From an optimization exercise on the open Yosys and OpenROAD flow, aimed at small area, a short achievable clock period and few clock cycles per item; shortcuts taken in it are not production practice.
Function was checked by simulation only, so behaviour that the tests miss may differ from the original.
Power and IR drop assume default switching activity.

==> run a: inputs <==
// luniasm_core
module luniasm_core (
    input  wire        clk,
    input  wire        rst,
    input  wire        tick_valid,
    input  wire        load_valid,
    input  wire [15:0] code_size,
    output wire        ready,
    output reg         done,
    output reg  [2:0]  status,
    output wire [31:0] ip,
    output wire [8:0]  sp,
    output wire [15:0] prog_addr,
    input  wire [7:0]  prog_rdata,
    output reg  [7:0]  stk_addr,
    output reg         stk_we,
    output reg  [31:0] stk_wdata,
    input  wire [31:0] stk_rdata,
    output wire [15:0] dmem_addr,
    output wire        dmem_we,
    output wire [31:0] dmem_wdata,
    input  wire [31:0] dmem_rdata
);
    localparam [2:0] ST_OK        = 3'd0,
                     ST_OVERFLOW  = 3'd1,
                     ST_UNDERFLOW = 3'd2,
                     ST_ARITH     = 3'd3,
                     ST_FETCH     = 3'd4;
    localparam [4:0] S_A    = 5'd0,    
                     S_W    = 5'd1,    
                     S_IMM  = 5'd2,    
                     S_LD   = 5'd7,    
                     S_LDS  = 5'd4,    
                     S_LDS2 = 5'd5,    
                     S_J3   = 5'd6,    
                     S_SUB  = 5'd8,
                     S_SH   = 5'd9,
                     S_MUL  = 5'd10,
                     S_DS1  = 5'd11,   
                     S_DS2  = 5'd12,
                     S_DIV  = 5'd14,
                     S_DNEG = 5'd15,
                     S_ST   = 5'd3,    
                     S_SW   = 5'd17,   
                     S_UN   = 5'd18;   
    reg [31:0] ip_q;
    reg [8:0]  sp_q;
    reg [15:0] csize;
    reg        rs;         
    reg        cz;         
    reg        cs1;        
    reg [15:0] fp;         
    reg        fv;         
    reg [31:0] T0, T1;
    reg        v0, v1;
    reg        pw0, pw1, pws;   
    reg        rdv, rdx, lkill;
    reg [7:0]  rda;
    reg [1:0]  rk;         
    reg [2:0]  rdd;        
    reg        rddok;      
    reg [4:0]  state;
    reg [7:0]  opr;
    reg [7:0]  opb;        
    reg        opq;        
    reg [1:0]  icnt;
    reg        dp, t4f, ovf;
    reg        lneg, lhi;             
    reg [31:0] ACC;
    reg        sa, sb;
    reg [4:0]  cnt;
    reg        ina;                  
    reg        dwe;                  
    reg        xs_acc, xs_r2, xs_k;  
    reg        xk1, xkm1;            
  ...
Settings: LEC_CHECK=0, CAP_MARGIN=20, CORE_MARGIN=2, CORE_UTILIZATION=40, SETUP_SLACK_MARGIN=5, SLEW_MARGIN=20; clock period 10.0 ns.
run.sh (not shown) runs the stock make flow with config.mk's settings and CLKGATE_MAP_FILE= SYNTH_SCRIPT=/design/flow/synth_recipe.tcl, a recipe that flattens the netlist after the stock synthesis.
==> inputs of run b, as changes to run a <==
--- a/flow/config.mk
+++ b/flow/config.mk
@@ -4,9 +4,9 @@
 export VERILOG_FILES = /design/flow/design.v
 export SDC_FILE = /design/flow/constraint.sdc
 export NUM_CORES = 4
 export LEC_CHECK = 0
 export CAP_MARGIN = 20
 export CORE_MARGIN = 2
-export CORE_UTILIZATION = 40
+export CORE_UTILIZATION = 35
 export SETUP_SLACK_MARGIN = 5
 export SLEW_MARGIN = 20
==> inputs of run c, as changes to run a <==
--- a/flow/design.v
+++ b/flow/design.v
@@ -52,15 +52,12 @@
     reg        fv;         
     reg [31:0] T0, T1;
     reg        v0, v1;
     reg        pw0, pw1, pws;   
     reg        rdv, rdx, lkill;
     reg [7:0]  rda;
-    reg [1:0]  rk;         
-    reg [2:0]  rdd;        
-    reg        rddok;      
     reg [4:0]  state;
     reg [7:0]  opr;
     reg [7:0]  opb;        
     reg        opq;        
     reg [1:0]  icnt;
     reg        dp, t4f, ovf;
@@ -77,38 +74,21 @@
     assign sp         = sp_q;
     assign prog_addr  = fp;
     assign dmem_addr  = T0[15:0];
     assign dmem_we    = dwe;
     assign dmem_wdata = T1;
     assign ready      = ina && fv;
-    function [8:0] radd9;
-        input [8:0] a, b;
-        input       ci;
-        integer i;
-        reg c;
-        begin
-            c = ci;
-            for (i = 0; i < 9; i = i + 1) begin
-                radd9[i] = a[i] ^ b[i] ^ c;
-                c = (a[i] & b[i]) | (c & (a[i] ^ b[i]));
-            end
-        end
-    endfunction
     wire        in_a  = ina;
     wire [8:0]  sp_c  = (in_a && rs) ? 9'd256 : sp_q;
     wire [16:0] ipe   = (in_a && rs) ? 17'd0 : ip_q[16:0];
     wire [16:0] ipe1  = ipe + 17'd1;
     wire        fz    = (fp == 16'd0);
     wire        nrs   = opq ? (fp == 16'd1 || cs1) : fz;
     wire        fwrap = ({1'b0, fp} + 17'd1 == {1'b0, csize});
     wire [15:0] fnext = fwrap ? 16'd0 : fp + 16'd1;
     wire [7:0]  op    = in_a ? (opq ? opb : prog_rdata) : opr;
-    wire [8:0] spn1 = radd9(sp_q, 9'd0, 1'b1);
-    wire [8:0] spn2 = radd9(sp_q, 9'd1, 1'b1);
-    wire [8:0] spn3 = radd9(sp_q, 9'd2, 1'b1);
-    wire [8:0] spnm = radd9(sp_q, 9'h1FF, 1'b0);
     wire u1 = (sp_c == 9'd256);
     wire u2 = (sp_c >= 9'd255);
     wire u3 = (sp_c >= 9'd254);
     wire [16:0] rem  = {1'b0, csize} - ipe;    
     wire t4_1 = (rem < 17'd2);
     wire t4_2 = (rem < 17'd3);
@@ -161,63 +141,52 @@
             2'd0:    j3take = jd[32] | jeq;       
             2'd1:    j3take = jeq;                
             default: j3take = !jeq;               
         endcase
     end
     reg       rd_issue, rd_ex;
-    reg [1:0] rd_k;
     wire      land  = rdv && !rdx && !lkill;
-    wire [2:0] lrel = {1'b0, rk} - rdd;
-    wire      lok   = land && rddok && !(in_a && rs);
-    wire      le0   = lok && (lrel == 3'd0);
-    wire      le1   = lok && (lrel == 3'd1);
-    wire      le2   = lok && (lrel == 3'd2);
-    wire      v0e   = v0;
-    wire      v1e   = v1;
+    wire      lhit0 = land && (rda == sp_q[7:0]);
+    wire      lhit1 = land && (rda == sp_q[7:0] + 8'd1);
+    wire      v0e   = v0 || lhit0;
+    wire      v1e   = v1 || lhit1;
+    wire      le0   = land && ({1'b0, rda} == sp_c);
+    wire      le1   = land && ({1'b0, rda} == sp_c + 9'd1);
+    wire      le2   = land && ({1'b0, rda} == sp_c + 9'd2);
     wire      wr_ok = !in_a || tick_valid || load_valid;
-    wire [7:0] sa1 = sp_q[7:0] + 8'd1;
-    wire [7:0] sa2 = sp_q[7:0] + 8'd2;
-    wire [7:0] saT = sp_q[7:0] + T0[7:0];
-    reg        as0, as1, as2, asT, asL;
     always @* begin
         stk_we    = 1'b0;
+        stk_addr  = sp_q[7:0] + 8'd2;
         stk_wdata = T1;
         rd_issue  = 1'b0;
         rd_ex     = 1'b0;
-        rd_k      = 2'd2;
-        as0 = 1'b0; as1 = 1'b0; as2 = 1'b0; asT = 1'b0; asL = 1'b0;
         if (pw0 || pw1 || pws) begin
             stk_we = 1'b1;
             if (pw0) begin
-                as0       = 1'b1;
+                stk_addr  = sp_q[7:0];
                 stk_wdata = T0;
             end else if (pw1) begin
-                as1       = 1'b1;
+                stk_addr  = sp_q[7:0] + 8'd1;
             end else begin
-                asT       = 1'b1;
+                stk_addr  = sp_q[7:0] + T0[7:0];
             end
         end else if (state == S_LDS) begin
             rd_issue  = 1'b1;
             rd_ex     = 1'b1;
-            asL       = 1'b1;
-        end else begin
-            if (!(in_a && rs) && !v0e && !sp_q[8]) begin
+            stk_addr  = sp_q[7:0] + 8'd1 + T0[7:0];
+        end else if (!(in_a && rs)) begin
+            if (!v0e && !sp_q[8]) begin
                 rd_issue = 1'b1;
-                rd_k     = 2'd0;
-                as0      = 1'b1;
-            end else if (!(in_a && rs) && !v1e && sp_q < 9'd255) begin
+                stk_addr = sp_q[7:0];
+            end else if (!v1e && sp_q < 9'd255) begin
+                rd_issue = 1'b1;
+                stk_addr = sp_q[7:0] + 8'd1;
+            end else if (sp_q < 9'd254) begin
                 rd_issue = 1'b1;
-                rd_k     = 2'd1;
-                as1      = 1'b1;
-            end else begin
-                rd_issue = !(in_a && rs) && sp_q < 9'd254;
-                as2      = 1'b1;
             end
         end
-        stk_addr = ({8{as0}} & sp_q[7:0]) | ({8{as1}} & sa1) | ({8{as2}} & sa2) |
-                   ({8{asT}} & saT) | ({8{asL}} & lsum[7:0]);
     end
     reg [31:0] nT0, nT1;
     reg        nv0, nv1;
     reg [8:0]  nsp;
     reg [2:0]  dsp;       
     localparam [2:0] D_KEEP = 3'd0, D_0 = 3'd1, D_P1 = 3'd2, D_P2 = 3'd3,
@@ -515,13 +484,13 @@
                         nT0 = stk_rdata;
                         nv0 = 1'b1;
                         pw0 <= 1'b1;
                         fin = 1'b1;
                     end
                     S_J3: begin
-                        if (le2) begin
+                        if (rdv && !lkill && rda == sp_q[7:0] + 8'd2) begin
                             dsp = D_P3; nv0 = 1'b0; nv1 = 1'b0;
                             jmp = j3take;
                             fin = 1'b1;
                         end else begin
                             hold = 1'b1;
                         end
@@ -637,28 +606,21 @@
                       (nstate == S_DNEG);
             xk1    <= (nstate == S_UN) && (op[3:0] == 4'h4);
             xkm1   <= (nstate == S_UN) && (op[3:0] == 4'h5);
             asub_r <= (nstate == S_SUB) || (nstate == S_DIV) || (nstate == S_DS1) ||
                       (nstate == S_DS2) || (nstate == S_DNEG) ||
                       ((nstate == S_UN) && (op[3:0] == 4'hD || op[3:0] == 4'hE));
-            rk    <= rd_k;
-            rddok <= (dsp == D_KEEP) || (dsp != D_RST && !(in_a && rs));
             case (dsp)
-                D_P1:    rdd <= 3'd1;
-                D_P2:    rdd <= 3'd2;
-                D_P3:    rdd <= 3'd3;
-                D_M1:    rdd <= 3'b111;
-                default: rdd <= 3'd0;
+                D_KEEP:  nsp = sp_q;
+                D_0:     nsp = sp_c;
+                D_P1:    nsp = sp_c + 9'd1;
+                D_P2:    nsp = sp_c + 9'd2;
+                D_P3:    nsp = sp_c + 9'd3;
+                D_M1:    nsp = sp_c - 9'd1;
+                default: nsp = 9'd256;
             endcase
-            nsp = ({9{dsp == D_KEEP}} & sp_q) |
-                  ({9{dsp == D_0}}    & sp_c) |
-                  ({9{dsp == D_P1}}   & spn1) |
-                  ({9{dsp == D_P2}}   & spn2) |
-                  ({9{dsp == D_P3}}   & spn3) |
-                  ({9{dsp == D_M1}}   & ((in_a && rs) ? 9'd255 : spnm)) |
-                  ({9{dsp == D_RST}}  & 9'd256);
             case (dsp)
                 D_KEEP, D_0: begin to0 = le0; to1 = le1; end
                 D_P1:        begin to0 = le1; to1 = le2; end
                 D_P2:        begin to0 = le2; to1 = 1'b0; end
                 D_M1:        begin to0 = 1'b0; to1 = le0; end
                 default:     begin to0 = 1'b0; to1 = 1'b0; end
--- a/flow/config.mk
+++ b/flow/config.mk
@@ -4,9 +4,9 @@
 export VERILOG_FILES = /design/flow/design.v
 export SDC_FILE = /design/flow/constraint.sdc
 export NUM_CORES = 4
 export LEC_CHECK = 0
 export CAP_MARGIN = 20
 export CORE_MARGIN = 2
-export CORE_UTILIZATION = 40
+export CORE_UTILIZATION = 35
 export SETUP_SLACK_MARGIN = 5
 export SLEW_MARGIN = 20
==> comparison table <==
item	run a	run b	run c
Required time reported for the critical path endpoint	10.34 ns	10.33 ns	10.37 ns
Reg2reg setup slack	4.25 ns	4.15 ns	4.49 ns
HPWL after detailed placement	158000 microns	167000 microns	153000 microns
Synthesized-area fraction occupied by xor and xnor cells	0.0358	0.0358	0.0501
Area grow syn2layout	26.5%	29.3%	29.8%
Final critical-path setup slack	4.20 ns	4.10 ns	4.49 ns
Largest net degree at the start of global routing	75	82	90
Flop+latch power	1.44 mW	1.44 mW	1.57 mW
End point of the critical path	T1[21]$_DFFE_PN_	T1[20]$_DFFE_PN_	T1[21]$_DFFE_PN_
Category of the most critical setup path	in -> reg	in -> reg	reg -> reg
Netlist cell types	94	94	99
Status	timing/DRC/antenna clean	timing/DRC/antenna clean	timing/DRC/antenna clean
Post-CTS Setup Bufs	133	150	166
Maximum fanout along the worst path	16	7	39
Total Power Consumption	10.8 mW	11.3 mW	12.5 mW
Horizontal die dimension	292 microns	312 microns	314 microns
Overall via count from detail_route	44900	44900	45300
Avg Cell Area, Syn	7.09 sq um	7.09 sq um	7.05 sq um
Total iterations of the first detailed-routing run	14	13	12
Final worst path period need	5.80 ns	5.90 ns	5.51 ns
Testbench counts of run a, summed over its fixed seeds: cycles 48,406, ticks 23,680.
Testbench counts of run b, summed over its fixed seeds: cycles 48,406, ticks 23,680.
Testbench counts of run c, summed over its fixed seeds: cycles 48,348, ticks 23,680.

## re-timing with driven ports
The results above use ideal ports. As a check the final layouts listed here were re-extracted and re-timed, cells and wires unchanged. Step 1 (the two cells are an assumption about what drives the block):
set clk [get_ports {clk}]
set_driving_cell -lib_cell sky130_fd_sc_hd__clkbuf_16 $clk
set_driving_cell -lib_cell sky130_fd_sc_hd__buf_2 [delete_from_list [all_inputs] $clk]
Step 2 adds t to the input delays and takes it off the output delays; t is the mean of the earliest and latest rising clock arrival at the registers after step 1. Input paths then give back, and output paths get back, about the clock's delay inside the block. a / b / c = no drivers / after step 1 / after step 2; a / b = the first two.
| run | t (ns) | setup slack, ns | hold slack, ns | worst setup path at the end | worst data-port slew with drivers (ns) |
|---|---|---|---|---|---|
| run a | 0.668 | 4.198 / 4.251 / 3.582 | 0.464 / 0.464 / 0.464 | input to register | 0.10 |
| run b | 0.671 | 4.097 / 4.150 / 3.478 | 0.459 / 0.459 / 0.459 | input to register | 0.09 |
| run c | 0.678 | 4.489 / 4.489 / 4.042 | 0.483 / 0.483 / 0.483 | input to register | 0.08 |
After both steps setup and hold are still met in every run listed. For run b, which loses most, drivers alone change the setup slack by +0.053 ns; drivers and shift together by -0.619 ns.
